This design comes from an exercise in tuning for small area, a short achievable clock period and few clock cycles per item on the open sky130 flow, not from production work.
Function was checked by simulation only, so behaviour that the tests miss may differ from the original.

## aurora_xu
module aurora_xu (
    input  wire        clk,
    input  wire        rst,           
    input  wire        req_valid,
    output wire        req_ready,
    input  wire [7:0]  req_op,
    input  wire [31:0] req_a,         
    input  wire [31:0] req_b,         
    output reg         rsp_valid,
    output reg  [31:0] rsp_result,
    output reg         rsp_wr,        
    output reg         rsp_flags_we,  
    output reg  [3:0]  rsp_flags,     
    output reg         rsp_fault,     
    output reg         rsp_illegal    
);
    localparam [7:0] OP_ADD  = 8'h01, OP_SUB  = 8'h02, OP_MUL  = 8'h03, OP_DIV  = 8'h04,
                     OP_MOD  = 8'h05, OP_AND  = 8'h06, OP_OR   = 8'h07, OP_XOR  = 8'h08,
                     OP_CMP  = 8'h09, OP_TEST = 8'h0A, OP_SLT  = 8'h0B, OP_SLE  = 8'h0C,
                     OP_SEQ  = 8'h0D, OP_SNE  = 8'h0E, OP_MOVE = 8'h11,
  ...
For scale: about 430 flip-flops, about 120 I/O pins, ~69000 um2 of cells after synthesis.
export LEC_CHECK = 0
export CAP_MARGIN = 20
export CORE_MARGIN = 2
export CORE_UTILIZATION = 30
export PLACE_DENSITY = 0.4
export SLEW_MARGIN = 20
create_clock -name core_clock -period 24.0 [get_ports {clk}]
standard.sh (not shown) runs the stock make flow with config.mk's settings and CLKGATE_MAP_FILE= SYNTH_SCRIPT=/design/flow/synth_recipe.tcl, a recipe that flattens the netlist after the stock synthesis.
==> flow/flow/run.sh <==
#!/bin/bash
# Layout flow: the standard ORFS flow (standard.sh) unchanged, with a
# larger setup-slack margin for ORFS's timing repair so that it sizes and
# buffers the critical paths, more headroom for slew and capacitance repair,
# and a denser core. Clock period, constraints and synthesis are the standard flow's own.
# The make output goes to flow.log in this folder; ORFS writes each step's
# log under orfs/logs/.
set -euo pipefail
bash standard.sh SETUP_SLACK_MARGIN=16 SLEW_MARGIN=30 CAP_MARGIN=30 \
    CORE_UTILIZATION=50 PLACE_DENSITY=0.65 finish > flow.log 2>&1
Testbench counts at the start, summed over its fixed seeds: cycles 26,511, items 16,000.
Edit:
--- a/flow/design.v
+++ b/flow/design.v
@@ -26,16 +26,14 @@
     reg [31:0] i_a, i_b;
     reg        x_last;             
     reg  [1:0] xc;                 
     reg  [4:0] ka, kb;             
     reg [31:0] m_a, m_b;           
     reg [47:0] p0;                 
-    reg [15:0] v00;                
     reg [31:0] dv_r;               
     reg [33:0] dv_d;               
-    reg [31:0] dv_q;               
     reg  [3:0] dv_n;               
     reg        dv_z, dv_t;         
     reg        dv_fd;              
     reg        f_v;
     reg        f_fp;               
     reg        f_slow;             
@@ -92,13 +90,13 @@
         .a(mul_a), .b16(mul_b), .simd(is_simd), .hi(pass1),
         .acc(pass1 ? p0[47:16] : 32'd0), .p(mul_p), .hi_nz(mul_hi_nz)
     );
     wire [31:0] mul_lo   = {mul_p[15:0], p0[15:0]};
     wire        mul_c    = mul_hi_nz;
     wire [31:0] vmul_res = {mul_p[39:32], mul_p[23:16], p0[23:16], p0[7:0]};
-    wire [17:0] vdot_sum = {2'd0, v00} + {2'd0, p0[15:0]} + {2'd0, p0[31:16]} + {2'd0, p0[47:32]};
+    wire [17:0] vdot_sum = {2'd0, dv_r[15:0]} + {2'd0, p0[15:0]} + {2'd0, p0[31:16]} + {2'd0, p0[47:32]};
     wire        fmul_st  = (mul_p[3:0] != 0) || (p0[15:0] != 0);
     function [5:0] clz32;
         input [31:0] v;
         reg   [31:0] t;
         reg   [4:0]  n;
         begin
@@ -137,13 +135,13 @@
             assign st_nz[g] = ge ? ({2'd0, st_r[g]} != st_d[g]) : (st_r[g] != 32'd0);
             assign st_q[1-g]  = ge;
             assign st_r[g+1] = dv_fd ? {r1[30:0], 1'b0} : r1;
             assign st_d[g+1] = dv_fd ? st_d[g] : {1'b0, st_d[g][33:1]};
         end
     endgenerate
-    wire [31:0] dv_q_n = {dv_q[29:0], st_q};
+    wire [31:0] dv_q_n = {p0[29:0], st_q};
     wire [31:0] dv_r_n = st_r[2];
     wire [31:0] idiv_res = dv_t ? (is_mod ? i_a : 32'd0) : (is_mod ? dv_r_n : dv_q_n);
     reg        x_fp, x_slow, x_sign, x_zsign, x_st;
     reg [31:0] x_res;
     reg signed [9:0] x_e;
     reg        x_wr, x_fwe, x_zn, x_fault, x_ill;
@@ -341,33 +339,33 @@
                 kb        <= kb + 5'd1;
             end
         end
         if (i_v && (is_mul || is_vmul || is_vdot || is_fmul) && !x_last && !prenorm_hold)
             p0 <= mul_p;
         if (i_v && is_vdot && xc == 2'd1)
-            v00 <= p0[15:0];
+            dv_r[15:0] <= p0[15:0];
         if (i_v && !x_last && xc == 2'd0 && is_div) begin
             dv_z <= div_z;
             dv_t <= div_t;
             dv_fd <= 1'b0;
             dv_r <= i_a;
             dv_d <= {2'd0, i_b} << div_sh;
-            dv_q <= 32'd0;
+            p0[31:0] <= 32'd0;
             dv_n <= div_cy;
         end else if (i_v && !x_last && xc == 2'd0 && is_fdiv) begin
             dv_z <= 1'b0;
             dv_t <= 1'b0;
             dv_fd <= 1'b1;
             dv_r <= {8'd0, m_a[23:0]};
             dv_d <= {10'd0, m_b[23:0]};
-            dv_q <= 32'd0;
+            p0[31:0] <= 32'd0;
             dv_n <= 4'd13;
-        end else if (i_v && !x_last && xc != 2'd0) begin
+        end else if (i_v && !x_last && xc != 2'd0 && (is_div || is_fdiv)) begin
             dv_r <= dv_r_n;
             dv_d <= st_d[2];
-            dv_q <= dv_q_n;
+            p0[31:0] <= dv_q_n;
             dv_n <= dv_n - 4'd1;
         end
     end
 endmodule
 module xu_alu (
     input  wire [7:0]  op,
Setup slack is worse by 0.076 ns.
Clock skew went down by 0.039 ns.
Hold slack is worse by 0.028 ns.
Final area went down slightly.
Sequential cell count went down by 46.
Testbench counts after the change, summed over its fixed seeds: cycles 26,511, items 16,000.

==> static timing again, ports no longer ideal <==
The flow's constraints put no driver on any port. The routed layouts listed below were extracted and timed again, unchanged, in two steps.
Step 1 sets driving cells, clkbuf_16 on the clock port and buf_2 on the other inputs (assumed; they add their load-dependent delay and slew).
Step 2 adds t to the input delays and takes it off the output delays; t is the mean of the earliest and latest rising clock arrival at the registers after step 1. Input paths then give back, and output paths get back, about the clock's delay inside the block.
Slacks: ideal / step 1 / step 2; pairs: ideal / step 1.
run	shift t [ns]	slack for setup (ns)	latest minus earliest clock arrival (ns)	cell pins on the clock port's net
the first run	0.793	15.905 / 15.905 / 15.905	0.084 / 0.083	1
the second run	0.762	15.829 / 15.829 / 15.829	0.045 / 0.045	1
After both steps setup and hold are still met in every run listed.
